What follows belongs to an exercise in optimizing a design on an open flow for a short achievable clock period and few clock cycles; a production flow would make more cautious choices. Only simulation tests tie the RTL to the original design; equivalence was not proved. Power and IR drop assume default switching activity.

==> job 1254 <==
==> flow/design.v (excerpt) <==
module tho_core (
    input  wire        clk,
    input  wire        rst,           
    input  wire [7:0]  prog_len,      
    output wire [7:0]  imem_addr,     
    input  wire [15:0] imem_data,     
    output reg         retire_valid,  
    output reg         out_valid,     
    output reg  [3:0]  out_data,      
    output reg  [1:0]  run_state,     
    output reg  [3:0]  fault_op,
    output reg  [7:0]  fault_pc,
    output reg  [3:0]  acc,
    output reg         zf,
    output reg         cf,
    output reg  [7:0]  pc,
    output wire [63:0] mem            
);
clock: 4.5 ns
lec_check: 0
cap_margin: 20
core_margin: 2
core_utilization: 40
setup_slack_margin: 2.7
slew_margin: 20
synth_hierarchical: 1
run.sh (not shown) runs the stock make flow with config.mk's settings and CLKGATE_MAP_FILE= SYNTH_SCRIPT=/design/flow/synth_recipe.tcl, a recipe that flattens the netlist after the stock synthesis.
==> job 2604 (differences from job 1254) <==
--- a/flow/design.v
+++ b/flow/design.v
@@ -112,38 +112,40 @@
         tho_nor3  l (.a(nl), .b(dn[k]), .c(nen), .y(sl[k]));
         tho_nor3  s1 (.a(na), .b(dn[k]), .c(nen), .y(sa[k]));
         tho_nor3  s2 (.a(ns), .b(dn[k]), .c(nen), .y(ss[k]));
     end endgenerate
     tho_nand4 ol (.a(op[0]), .b(no[1]), .c(no[2]), .d(no[3]), .y(nl));    
     tho_nand4 oa (.a(no[0]), .b(no[1]), .c(op[2]), .d(no[3]), .y(na));    
     tho_nand4 os (.a(op[0]), .b(no[1]), .c(op[2]), .d(no[3]), .y(ns));    
 endmodule
-module tho_alu_bit (
-    input  wire [15:0] sl, sa, ss,    
-    input  wire [15:0] dl, da, ds,    
-    input  wire        h,             
-    output wire        y
+module tho_alu_bit #(parameter NC = 1) (
+    input  wire [15:0]   sl, sa, ss,    
+    input  wire [15:0]   dl, da, ds,    
+    input  wire [NC-1:0] h,             
+    output wire [NC-1:0] y              
 );
     wire [47:0] s = {ss, sa, sl};
     wire [47:0] d = {ds, da, dl};
     wire [23:0] t;
     wire [5:0]  n;
     wire [2:0]  v;
     genvar k;
     generate for (k = 0; k < 24; k = k + 1) begin : pair
         tho_a22oi g (.a(s[2*k]), .b(d[2*k]), .c(s[2*k+1]), .d(d[2*k+1]), .y(t[k]));
     end
     for (k = 0; k < 6; k = k + 1) begin : quad
         tho_nand4 g (.a(t[4*k]), .b(t[4*k+1]), .c(t[4*k+2]), .d(t[4*k+3]), .y(n[k]));
     end
     for (k = 0; k < 3; k = k + 1) begin : half
         tho_nor2 g (.a(n[2*k]), .b(n[2*k+1]), .y(v[k]));
     end endgenerate
-    tho_nand4 o (.a(v[0]), .b(v[1]), .c(v[2]), .d(h), .y(y));
+    generate for (k = 0; k < NC; k = k + 1) begin : cp
+        tho_nand4 o (.a(v[0]), .b(v[1]), .c(v[2]), .d(h[k]), .y(y[k]));
+    end endgenerate
 endmodule
 module tho_sel16 #(parameter W = 6) (
     input  wire [15:0]     oh,
     input  wire [16*W-1:0] d,
     output reg  [W-1:0]    y
 );
     integer k;
     always @(*) begin
@@ -167,34 +169,52 @@
     generate for (k = 0; k < 4; k = k + 1) begin : b
         wire yn;
         tho_a22oi g (.a(we), .b(wd[k]), .c(hd), .d(m[k]), .y(yn));
         tho_inv   i (.a(yn), .y(y[k]));
     end endgenerate
 endmodule
 module tho_ctl (
     input  wire [3:0] op,
-    input  wire       exec, zf, cf,
+    input  wire       exec, jt,
     input  wire       sel_ge,     
     input  wire       inc_ge,     
     input  wire       keep1,      
     input  wire       rs0, rst,
     output wire       rs1_n, rs0_n,
     output wire       stop        
 );
     wire ill = (op >= 4'd13);
     wire hlt = (op == 4'd12);
     wire adv = (op <= 4'd11);
-    wire jt  = (op == 4'd6) | ((op == 4'd7) & cf) | ((op == 4'd8) & ~cf) |
-               ((op == 4'd9) & zf) | ((op == 4'd10) & ~zf);
     wire nge = jt ? sel_ge : inc_ge;
     assign rs1_n = ~rst & (keep1 | (exec & (ill | (adv & nge))));
     assign rs0_n = ~rst & (rs0 | (exec & (ill | hlt)));
     assign stop  = exec & (ill | hlt | (adv & nge));
 endmodule
+module tho_jt (input wire [3:0] op, input wire zf, cf, output wire jt);
+    wire [3:0] no;
+    wire ncf, nzf, n6, n7, n8, n9, n10, u1, u2;
+    genvar k;
+    generate for (k = 0; k < 4; k = k + 1) begin : iv
+        tho_inv i (.a(op[k]), .y(no[k]));
+    end endgenerate
+    tho_inv   ic (.a(cf), .y(ncf));
+    tho_inv   iz (.a(zf), .y(nzf));
+    tho_nand4 d6  (.a(no[3]), .b(op[2]), .c(op[1]), .d(no[0]), .y(n6));
+    tho_nand4 d7  (.a(no[3]), .b(op[2]), .c(op[1]), .d(op[0]), .y(n7));
+    tho_nand4 d8  (.a(op[3]), .b(no[2]), .c(no[1]), .d(no[0]), .y(n8));
+    tho_nand4 d9  (.a(op[3]), .b(no[2]), .c(no[1]), .d(op[0]), .y(n9));
+    tho_nand4 d10 (.a(op[3]), .b(no[2]), .c(op[1]), .d(no[0]), .y(n10));
+    tho_o22a  c1  (.a1(n7), .a2(ncf), .b1(n8), .b2(cf), .y(u1));    
+    tho_o22a  c2  (.a1(n9), .a2(nzf), .b1(n10), .b2(zf), .y(u2));   
+    tho_nand3 o   (.a(n6), .b(u1), .c(u2), .y(jt));
+endmodule
+module tho_o22a (input wire a1, a2, b1, b2, output wire y); assign y = (a1 | a2) & (b1 | b2); endmodule
+module tho_mx2  (input wire s, a, b, output wire y);         assign y = s ? b : a;            endmodule
 module tho_core (
     input  wire        clk,
     input  wire        rst,           
     input  wire [7:0]  prog_len,      
     output wire [7:0]  imem_addr,     
     input  wire [15:0] imem_data,     
     output reg         retire_valid,  
     output reg         out_valid,     
@@ -209,16 +229,17 @@
     output wire [63:0] mem            
 );
     localparam [1:0] RS_RUNNING = 2'd0,
                      RS_HALTED  = 2'd1,
                      RS_ENDED   = 2'd2,
                      RS_FAULTED = 2'd3;
     localparam NB = 2;
     reg [63:0] dmem;
+    reg [15:0] accx;       
     reg [7:0]  fa;         
     reg        wv;         
     reg [7:0]  pc1;        
     reg        pc_ge;      
     reg        rn;         
     reg [15:0] tlt;        
     reg [7:0]  plm1;       
     reg        rst_d, rst_dd;
@@ -232,65 +253,83 @@
     assign imem_addr = fa;
     wire [3:0] op = imem_data[15:12];
     wire [3:0] p1 = imem_data[11:8];
     wire [3:0] p2 = imem_data[7:4];
     wire running = (run_state == RS_RUNNING);
     wire exec    = rn & wv;
     integer i;
     wire [16*6-1:0] cl, ca, cs;
-    wire [3:1] ao;
-    assign ao[1] = acc[0];
-    tho_or2  ao2 (.a(acc[1]), .b(acc[0]), .y(ao[2]));
-    tho_or3  ao3 (.a(acc[2]), .b(acc[1]), .c(acc[0]), .y(ao[3]));
+    wire [12:1] ao;
     genvar g;
     generate
+        for (g = 0; g < 4; g = g + 1) begin : alu_ao
+            assign ao[3*g+1] = accx[4*g];
+            tho_or2  ao2 (.a(accx[4*g+1]), .b(accx[4*g]), .y(ao[3*g+2]));
+            tho_or3  ao3 (.a(accx[4*g+2]), .b(accx[4*g+1]), .c(accx[4*g]), .y(ao[3*g+3]));
+        end
         for (g = 0; g < 16; g = g + 1) begin : alu_cell
-            tho_alu_cell u (.m(dmem[4*g +: 4]), .a(acc), .ao(ao),
+            tho_alu_cell u (.m(dmem[4*g +: 4]), .a(accx[4*(g/4) +: 4]), .ao(ao[3*(g/4)+1 +: 3]),
                             .yl(cl[6*g +: 6]), .ya(ca[6*g +: 6]), .ys(cs[6*g +: 6]));
         end
     endgenerate
     wire is_lda = (op == 4'd1);
     wire is_sta = (op == 4'd2);
     wire is_sto = (op == 4'd3);
     wire is_add = (op == 4'd4);
     wire is_sub = (op == 4'd5);
     wire is_out = (op == 4'd11);
     wire is_hlt = (op == 4'd12);
     wire is_ill = (op >= 4'd13);
     wire is_jmp = (op >= 4'd6) && (op <= 4'd10);
     wire is_alu = is_lda | is_add | is_sub;
     wire is_adv = (op <= 4'd11);            
-    wire       hold   = ~(exec & is_alu) & ~rst;
+    wire       nrst   = ~rst;
     wire [15:0] sl, sa, ss;
     wire [15:0] dn;
     wire       nen    = ~(exec & ~rst);
     tho_sel_dec sd (.op(op), .p1(p1), .nen(nen), .sl(sl), .sa(sa), .ss(ss), .dn(dn));
     wire [5:0] alu_d;
+    wire [15:0] accx_d;
     wire [5:0] alu_q = {cf, zf, acc};
     generate
         for (g = 0; g < 6; g = g + 1) begin : alu_out
             wire [15:0] dl, da, ds;
             wire        h;
             genvar c;
             for (c = 0; c < 16; c = c + 1) begin : col
                 assign dl[c] = cl[6*c + g];
                 assign da[c] = ca[6*c + g];
                 assign ds[c] = cs[6*c + g];
             end
+            wire xa;                     
+            tho_nand2 hx (.a(exec), .b(is_alu), .y(xa));
             if (g == 4) begin : hz       
-                tho_a21oi hg (.a(hold), .b(alu_q[g]), .c(rst), .y(h));
-            end else begin : hn
-                tho_nand2 hg (.a(hold), .b(alu_q[g]), .y(h));
+                wire hq;
+                tho_nand2 hq0 (.a(alu_q[g]), .b(xa), .y(hq));
+                tho_and2  hg (.a(hq), .b(nrst), .y(h));
+                tho_alu_bit u (.sl(sl), .sa(sa), .ss(ss), .dl(dl), .da(da), .ds(ds), .h(h), .y(alu_d[g]));
+            end else if (g == 5) begin : hc
+                tho_nand3 hg (.a(alu_q[g]), .b(xa), .c(nrst), .y(h));
+                tho_alu_bit u (.sl(sl), .sa(sa), .ss(ss), .dl(dl), .da(da), .ds(ds), .h(h), .y(alu_d[g]));
+            end else begin : ha
+                wire [4:0] h5;
+                tho_nand3 hg0 (.a(acc[g]), .b(xa), .c(nrst), .y(h5[0]));
+                genvar c2;
+                for (c2 = 0; c2 < 4; c2 = c2 + 1) begin : hx
+                    tho_nand3 hg (.a(accx[4*c2 + g]), .b(xa), .c(nrst), .y(h5[c2+1]));
+                end
+                tho_alu_bit #(.NC(5)) u (.sl(sl), .sa(sa), .ss(ss), .dl(dl), .da(da), .ds(ds), .h(h5),
+                                         .y({accx_d[12+g], accx_d[8+g], accx_d[4+g], accx_d[g], alu_d[g]}));
             end
-            tho_alu_bit u (.sl(sl), .sa(sa), .ss(ss), .dl(dl), .da(da), .ds(ds), .h(h), .y(alu_d[g]));
         end
     endgenerate
     wire [15:0] tk = {5'd0, ~zf, zf, ~cf, cf, 1'b1, 6'd0};
-    wire        jt = tk[op];
+    wire        jt;
+    tho_jt tj (.op(op), .zf(zf), .cf(cf), .jt(jt));
     wire       inc_ge = (pc == plm1);                    
     wire       seq_ok = (fa == pc1);                     
     wire       tgt_ok = (fa[7:4] == 4'd0) & (fa[3:0] == p1);
     wire [7:0] next_pc = jt ? {4'd0, p1} : pc1;
     wire [7:0] next_pc1 = jt ? ({4'd0, p1} + 8'd1) : (pc1 + 8'd1);
     wire [15:0] gtk;
     wire [3:0]  gq;
     wire        sel_ge;
@@ -300,17 +339,17 @@
             tho_nor2 u (.a(dn[gk]), .b(tlt[gk]), .y(gtk[gk]));
         end
         for (gk = 0; gk < 4; gk = gk + 1) begin : ge_q
             tho_nor4 u (.a(gtk[4*gk]), .b(gtk[4*gk+1]), .c(gtk[4*gk+2]), .d(gtk[4*gk+3]), .y(gq[gk]));
         end
     endgenerate
     tho_nand4 ge_o (.a(gq[0]), .b(gq[1]), .c(gq[2]), .d(gq[3]), .y(sel_ge));
     wire rs1_n, rs0_n, stop;
-    tho_ctl ctl (.op(op), .exec(exec), .zf(zf), .cf(cf), .sel_ge(sel_ge), .inc_ge(inc_ge),
+    tho_ctl ctl (.op(op), .exec(exec), .jt(jt), .sel_ge(sel_ge), .inc_ge(inc_ge),
                  .keep1(run_state[1] | (pc_ge & ~run_state[0])), .rs0(run_state[0]), .rst(rst),
                  .rs1_n(rs1_n), .rs0_n(rs0_n), .stop(stop));
     reg [NB-1:0] hit_v;
     reg [3:0]    ptgt;
     reg          ptk;
     integer e;
     always @(*) begin
         ptgt = 4'd0;
@@ -320,76 +359,71 @@
             ptgt = ptgt | ({4{hit_v[e]}} & btgt[e]);
             ptk  = ptk  | (hit_v[e] & tk[bop[e]]);
         end
     end
     wire       phit = |hit_v;
     wire [7:0] pred = ptk ? {4'd0, ptgt} : (fa + 8'd1);
     wire [7:0] fa_seq = (wv & ~seq_ok) ? pc1 : pred;
     wire [7:0] fa_tgt = (wv & ~tgt_ok) ? {4'd0, p1} : pred;
-    wire [7:0] fa_n   = jt ? fa_tgt : fa_seq;
-    wire       wv_n   = ~wv | (jt ? tgt_ok : seq_ok);
+    wire       r2     = rst_d & ~rst_dd;
+    wire [8:0] f_seq  = rst ? {r2, 7'd0, r2} : {~wv | seq_ok, fa_seq};
+    wire [8:0] f_tgt  = rst ? {r2, 7'd0, r2} : {~wv | tgt_ok, fa_tgt};
+    wire [8:0] f_d;
+    genvar fk;
+    generate for (fk = 0; fk < 9; fk = fk + 1) begin : fmx
+        tho_mx2 m (.s(jt), .a(f_seq[fk]), .b(f_tgt[fk]), .y(f_d[fk]));
+    end endgenerate
     wire        nw = ~(exec & (is_sta | is_sto));
     wire [3:0]  wd = is_sto ? p2 : acc;
     wire [63:0] dmem_d;
     generate
         for (g = 0; g < 16; g = g + 1) begin : mw
             tho_memw u (.dn(dn[g]), .nw(nw), .rst(rst), .wd(wd), .m(dmem[4*g +: 4]), .y(dmem_d[4*g +: 4]));
         end
     endgenerate
     always @(posedge clk) begin
         run_state <= {rs1_n, rs0_n};
+        fa <= f_d[7:0];
+        wv <= f_d[8];
+        rn <= rst ? (prog_len != 8'd0) : (rn & ~stop);
         dmem <= dmem_d;
         acc <= alu_d[3:0];
+        accx <= accx_d;
         zf  <= alu_d[4];
         cf  <= alu_d[5];
     end
     always @(posedge clk) begin
         rst_d  <= rst;
         rst_dd <= rst_d;
         if (rst) begin
             pc           <= 8'd0;
             pc1          <= 8'd1;
             fault_op     <= 4'd0;
             fault_pc     <= 8'd0;
             retire_valid <= 1'b0;
             out_valid    <= 1'b0;
             out_data     <= 4'd0;
             plm1         <= prog_len - 8'd1;
             pc_ge        <= (prog_len == 8'd0);
-            rn           <= (prog_len != 8'd0);
             for (i = 0; i < 16; i = i + 1)
                 tlt[i] <= (i[7:0] < prog_len);
             bv           <= {NB{1'b0}};
             rr           <= {{(NB-1){1'b0}}, 1'b1};
             cur_hit      <= 1'b0;
-            if (!rst_d) begin
-                fa <= 8'd0;
-                wv <= 1'b0;
-            end else if (!rst_dd) begin
-                fa <= 8'd1;
-                wv <= 1'b1;
-            end else begin
-                fa <= 8'd0;
-                wv <= 1'b0;
-            end
         end else begin
-            fa      <= fa_n;
-            wv      <= wv_n;
             cur_hit <= phit;
             retire_valid <= exec & (is_adv | is_hlt);
             out_valid    <= exec & is_out;
             if (exec & is_out)
                 out_data <= acc;
             if (exec & is_adv) begin
                 pc  <= next_pc;
                 pc1 <= next_pc1;
             end
-            if (stop)
-                rn <= 1'b0;
             if (exec & is_ill) begin
                 fault_op <= op;
                 fault_pc <= pc;
             end
             if (exec & is_jmp & ~cur_hit) begin
                 for (e = 0; e < NB; e = e + 1) begin
                     if (rr[e]) begin
                         bv[e]   <= 1'b1;
CORE_UTILIZATION = 30   (was 40)
SETUP_SLACK_MARGIN = 3.0   (was 2.7)
==> summary of the runs <==
- Between job 1254 and job 2604, the lower final cell count is in job 1254 (gap about 10%, measured against job 2604).
- Fmax: job 2604 is lower than job 1254 (about 0.25%).
- Against job 2604, the clock skew of job 1254 is lower by 0.0010 ns.
- Against job 1254, the power of job 2604 is higher by about 12%.
- Design area: job 2604 is larger than job 1254 (4.2%).
- Utilization: job 1254 is higher than job 2604 (13 points).
- In job 1254 the sequential cell count is lower than in job 2604, by 16.
- Between job 2604 and job 1254, the lower worst setup slack is in job 2604 (gap 0.0058 ns).
Testbench counts of job 1254, summed over its fixed seeds: cycles 74,218.
Testbench counts of job 2604, summed over its fixed seeds: cycles 74,218.

## what the ideal ports hide
No port has a modelled driver above. Below, the same layouts with a new extraction and two added sets of constraints.
Step 1: set_driving_cell puts a clkbuf_16 on clk and a buf_2 on each other input, an assumption about the parent block.
Step 2 times the ports against the registers' clock, not the clock port: input delays grow and output delays shrink by t, the midpoint of the rising clock arrivals with the driver on.
Slacks: ideal ports / drivers / drivers and shift; pairs: ideal ports / drivers.
| run | t (ns) | setup slack, ns | hold WS [ns] | latest minus earliest clock arrival (ns) |
|---|---|---|---|---|
| job 1254 | 0.558 | 2.216 / 2.216 / 1.720 | 0.356 / 0.356 / 0.356 | 0.019 / 0.019 |
| job 2604 | 0.563 | 2.210 / 2.199 / 1.636 | 0.363 / 0.363 / 0.363 | 0.018 / 0.018 |
After both steps setup and hold are still met in every run listed. For job 2604, which loses most, drivers alone change the setup slack by -0.011 ns; drivers and shift together by -0.574 ns.
